This design comes from an exercise in tuning for small area, a short achievable clock period and few clock cycles on the open sky130 flow, not from production work.
Function was checked by simulation only, so behaviour that the tests miss may differ from the original.
Power is estimated from default activity; no workload was simulated.

## sidc
module sidc (
    input  wire        clk,
    input  wire        rst,       
    input  wire        req,
    input  wire        we,
    input  wire        wide,      
    input  wire [10:0] addr,
    input  wire [31:0] wdata,
    output reg         ack,
    output reg         err,
    output reg  [31:0] rdata
);
Size in the first run: ~0.12 sq mm of cells after synthesis.
clock: 10.0 ns
lec_check: 0
cap_margin: 25
core_margin: 2
core_utilization: 30
cts_buf_list: sky130_fd_sc_hd__clkbuf_8
cts_cluster_diameter: 60
cts_cluster_size: 12
place_density: 0.75
setup_slack_margin: 4.5
slew_margin: 30
standard.sh (not shown) runs the stock make flow with config.mk's settings and CLKGATE_MAP_FILE= SYNTH_SCRIPT=/design/flow/synth_recipe.tcl, a recipe that flattens the netlist after the stock synthesis.
==> flow/flow/run.sh <==
#!/bin/bash
# Own layout flow: the standard ORFS flow (standard.sh), with two changes:
# the buffers ORFS puts on the input and output ports are buf_4 cells
# (buffer_ports otherwise picks slow delay cells such as clkdlybuf4s50_1), and
# the antenna repair after detailed routing may take up to 10 rounds instead
# of 5. Everything make prints goes to standard.log; ORFS keeps each step's
# own log under orfs/logs/.
set -euo pipefail
export BUFFER_PORTS_ARGS="-buffer_cell sky130_fd_sc_hd__buf_4"
export MAX_REPAIR_ANTENNAS_ITER_DRT=10
bash standard.sh > standard.log 2>&1
The starting point completed with no timing, DRC or antenna violations.
Testbench counts at the start, summed over its fixed seeds: cycles 15,094.
==> next run, changes <==
Settings changed: PLACE_DENSITY 0.75 to 0.45, SETUP_SLACK_MARGIN 4.5 to 5.0.
Result: Worst setup slack gets worse by 0.13 ns. Clock skew is lower by 0.053 ns. Wire length is lower by 4.4%. Sequential power stays flat. Via count is lower by 1.2%. Sequential share of layout area is lower by 1.3 points. Register-to-register slack gets worse by 0.06 ns. Combinational power is lower by about 7%.
==> next run, changes <==
Settings changed: CORE_UTILIZATION 30 to 25, PLACE_DENSITY 0.45 to 0.4, SETUP_SLACK_MARGIN 5.0 to 4.5.
Setup slack improved by 0.087 ns.
Routed wire length went up by about 2%.
Combinational power is about the same.
Worst hold slack is about the same.
Non-clock buffer count went down by 203.
Final area went down by about 2%.
Global-route usage went down by 6.7 points.
Via count went down by 1.6%.
Die area went up by 20%.
Synthesized cell count stays the same.
Sequential share of layout area went up by 0.96 points.
==> next run, changes <==
Settings changed: CAP_MARGIN 25 to 30, CORE_UTILIZATION 25 to 30, CTS_CLUSTER_SIZE 12 to 10, PLACE_DENSITY 0.4 to 0.45, SETUP_SLACK_MARGIN 4.5 to 4.2, SLEW_MARGIN 30 to 40.
Worst hold slack improved by 0.018 ns.
Via count grows slightly.
Critical path depth grows by 1.
Total power shrinks by a few percent.
Wire length hardly moves.
Non-clock buffer count shrinks by 91.
Final cell count shrinks by a few percent.
First-iteration DRC count grows by a few percent.
Design area shrinks by a few percent.
Setup slack got worse by 0.087 ns.
Clock power shrinks by a few percent.
==> next run, changes <==
Settings changed: CAP_MARGIN 30 to 25, CTS_CLUSTER_SIZE 10 to 12, PLACE_DENSITY 0.45 to 0.55, SETUP_SLACK_MARGIN 4.2 to 4.5, SLEW_MARGIN 40 to 30.
After rerunning: Cell area shrinks by 0.46%; setup slack gains 0.12 ns; sequential power is about the same; non-clock buffer count shrinks by 53; critical path depth does not change; area after synthesis is unchanged; routed wire length shrinks by 16%; core utilization shrinks by 0.16 points; maximum frequency grows by 2.0%; cell count shrinks by 0.96%; total power shrinks by 2.8%.


job 1524:
sidc again, from the RTL that the note above started with.
// sidc
module sidc (
    input  wire        clk,
    input  wire        rst,       
    input  wire        req,
    input  wire        we,
    input  wire        wide,      
    input  wire [10:0] addr,
    input  wire [31:0] wdata,
    output reg         ack,
    output reg         err,
    output reg  [31:0] rdata
);
    localparam integer RSV   = 40;
    localparam integer MACS  = 8;
    localparam integer TOTAL = 30 + RSV + 6 * MACS;   
    localparam integer SPAN  = TOTAL - 4;             
    localparam [31:0]  TAG_LIT = 32'h43434944;        
    localparam [31:0]  PARAMS  = (RSV << 16) | (MACS << 8) | TOTAL;
    localparam integer DATE_OFF = 18;
    localparam [31:0]  ZERO_CRC = 32'h472AF91E;       
    localparam [7:0] OP_NOP        = 8'h00;
    localparam [7:0] OP_SOFT_RESET = 8'h01;
    localparam [7:0] OP_CRC_INIT   = 8'h10;
    localparam [7:0] OP_CRC_BYTE   = 8'h11;
    localparam [7:0] OP_CRC_WORD   = 8'h12;
    localparam [7:0] OP_DATE_ENC   = 8'h20;
    localparam [7:0] OP_DATE_DEC   = 8'h21;
    localparam [7:0] OP_BUF_RESET  = 8'h30;
    localparam [7:0] OP_BUF_PUSH   = 8'h31;
    localparam [7:0] OP_REC_DECODE = 8'h32;
    localparam [7:0] OP_REC_ENCODE = 8'h33;
    localparam [7:0] OP_REC_ZERO   = 8'h34;
    localparam [7:0] OP_REC_TAG    = 8'h35;
    localparam [7:0] OP_REC_STAMP  = 8'h40;
    localparam [7:0] OP_REC_VERIFY = 8'h41;
    reg [8*SPAN-1:0]  px, py;
    reg [SPAN-1:0]    fy, by;
    reg [31:0]        tl;         
    reg [15:0] len;
    reg [31:0] checksum;
    reg [15:0] cal_year;
    reg [7:0]  cal_month, cal_day, cal_hour, cal_minute, cal_second;
    reg [31:0] din;
    reg [31:0] crc_acc;
    reg        st_format_err, st_crc_ok, st_crc_mismatch, st_cmd_err, st_acc_err;
    reg [2:0]  err_code;
    reg [31:0] img_crc;           
    reg [31:0] buf_crc;           
    reg        pend_v, pend_buf;  
    reg [7:0]  pend_o, pend_n;    
    reg [31:0] pend_w;            
    reg [6:0]  boff;              
    reg [2:0]  mc_cnt;            
    reg        mc_date;           
    reg        wq_v, wq_buf;      
    reg [6:0]  wq_pos;
    reg [7:0]  wq_data;
    reg        pv, pw, pe;
    reg [10:0] pa;
    reg [31:0] pc;
    wire [7:0] off   = addr[7:0];
    wire in_ctrl  = (addr[10:8] == 3'b000);
    wire in_field = (addr[10:8] == 3'b010) && (off < SPAN);
  ...
export LEC_CHECK = 0
export CAP_MARGIN = 25
export CORE_MARGIN = 2
export CORE_UTILIZATION = 30
export CTS_BUF_LIST = sky130_fd_sc_hd__clkbuf_8
export CTS_CLUSTER_DIAMETER = 60
export CTS_CLUSTER_SIZE = 12
export PLACE_DENSITY = 0.45
export SETUP_SLACK_MARGIN = 4.5
export SLEW_MARGIN = 30
create_clock -name core_clock -period 10.0 [get_ports {clk}]
Scripts as last shown in full above: flow/flow/run.sh
Testbench counts of job 1524, summed over its fixed seeds: cycles 15,094.
[inputs] job 6066 vs job 1524
- a change of PLACE_DENSITY from 0.45 to 0.65
Findings:
Taking job 1524 as the reference, in job 6066 fraction of power spent switching nets decreased 1.4 points; setup slack went down 0.042 ns; worst hold slack +0.038 ns; post-detailed-routing wire length moved down. Job 6066 reached the final stage; the timing, design-rule and antenna checks on its layout passed. The final estimated routing congestion in global placement was comparable across job 1524 and job 6066.
Input changes introduced in job 6360 (baseline for comparison: job 6066):
- SLEW_MARGIN changed from 30 to 40
- PLACE_DENSITY changed from 0.65 to 0.45
- CTS_CLUSTER_SIZE changed from 12 to 10
- CAP_MARGIN changed from 25 to 30
Job 6360 finished every step from synthesis to the final layout, and the layout passed the timing, design-rule and antenna checks.
In terms of placer congestion estimate, job 6360 and job 6066 differ only marginally.
[job 6360 vs job 6066] wire length per cell after detailed routing: higher in job 6360
The more densely filled core belongs to job 6360, not job 6066.
Job 6360 gives more routed wire length than job 6066 did.
Changes observed in job 6360 relative to job 6066: pin count of the biggest net entering global routing fell by 19, power rose by about 5%.
Job 6360 against job 6066; power in combinational cells is up by a little under 10%.
Portion of total power attributed to sequential cells: job 6360 vs job 6066 down 1.7 points
Detail-routed via count per cell in job 6360 is 0.052 below job 6066.
The maximum clock frequency of job 6360 is lower than that of job 6066.
The inputs of job 3500 differ from those of job 6360 as listed below.
- CTS_CLUSTER_SIZE changed from 10 to 12
- SETUP_SLACK_MARGIN changed from 4.5 to 4.8
- SLEW_MARGIN changed from 40 to 30
- CAP_MARGIN changed from 30 to 25
Job 6360 → job 3500: first-iteration DRC count increased 0.76%; transition time of the tightest slew-check pin shows an increase of 0.033 ns; maximum achievable frequency decreased by 1.3% relative to the old numbers; share of the clock period used by the worst path after layout up 0.77 points. Comparing job 6360 and job 3500, the lower overall fraction of global-route tracks in use was measured on job 3500. Of job 6360 and job 3500, the run reporting the lower total power after layout was job 6360.

## separate check: timing with driven ports
Ports are ideal in the flow. The routed layouts listed here were re-timed in OpenROAD.
Step 1 (the two cells are an assumption about what drives the block):
set clk [get_ports {clk}]
set_driving_cell -lib_cell sky130_fd_sc_hd__clkbuf_16 $clk
set_driving_cell -lib_cell sky130_fd_sc_hd__buf_2 [delete_from_list [all_inputs] $clk]
Step 2 times the ports against the registers' clock, not the clock port: input delays grow and output delays shrink by t, the midpoint of the rising clock arrivals with the driver on.
Slacks: ideal / step 1 / step 2; pairs: ideal / step 1.
run | shift t [ns] | setup slack, ns | worst hold slack (ns) | worst setup path after step 2
the first run of note 1 | 1.339 | 4.122 / 4.192 / 2.853 | 0.486 / 0.486 / 0.486 | input to register
the second run of note 1 | 1.353 | 3.990 / 4.020 / 2.680 | 0.465 / 0.465 / 0.465 | input to register
the third run of note 1 | 1.375 | 4.077 / 4.040 / 2.665 | 0.464 / 0.464 / 0.464 | input to register
the fourth run of note 1 | 1.328 | 3.990 / 4.061 / 2.733 | 0.482 / 0.482 / 0.482 | input to register
the fifth run of note 1 | 1.258 | 4.109 / 4.165 / 2.907 | 0.463 / 0.463 / 0.463 | input to register
job 1524 | 1.308 | 4.175 / 4.173 / 2.865 | 0.460 / 0.460 / 0.460 | input to register
job 6066 | 1.262 | 4.133 / 4.192 / 2.930 | 0.498 / 0.498 / 0.498 | input to register
job 6360 | 1.325 | 4.057 / 4.093 / 2.768 | 0.465 / 0.465 / 0.465 | input to register
job 3500 | 1.343 | 3.980 / 3.980 / 2.670 | 0.465 / 0.465 / 0.465 | input to register
After both steps every run listed still meets setup and hold. For the third run of note 1, which loses most, drivers alone change the setup slack by -0.037 ns; drivers and shift together by -1.412 ns.
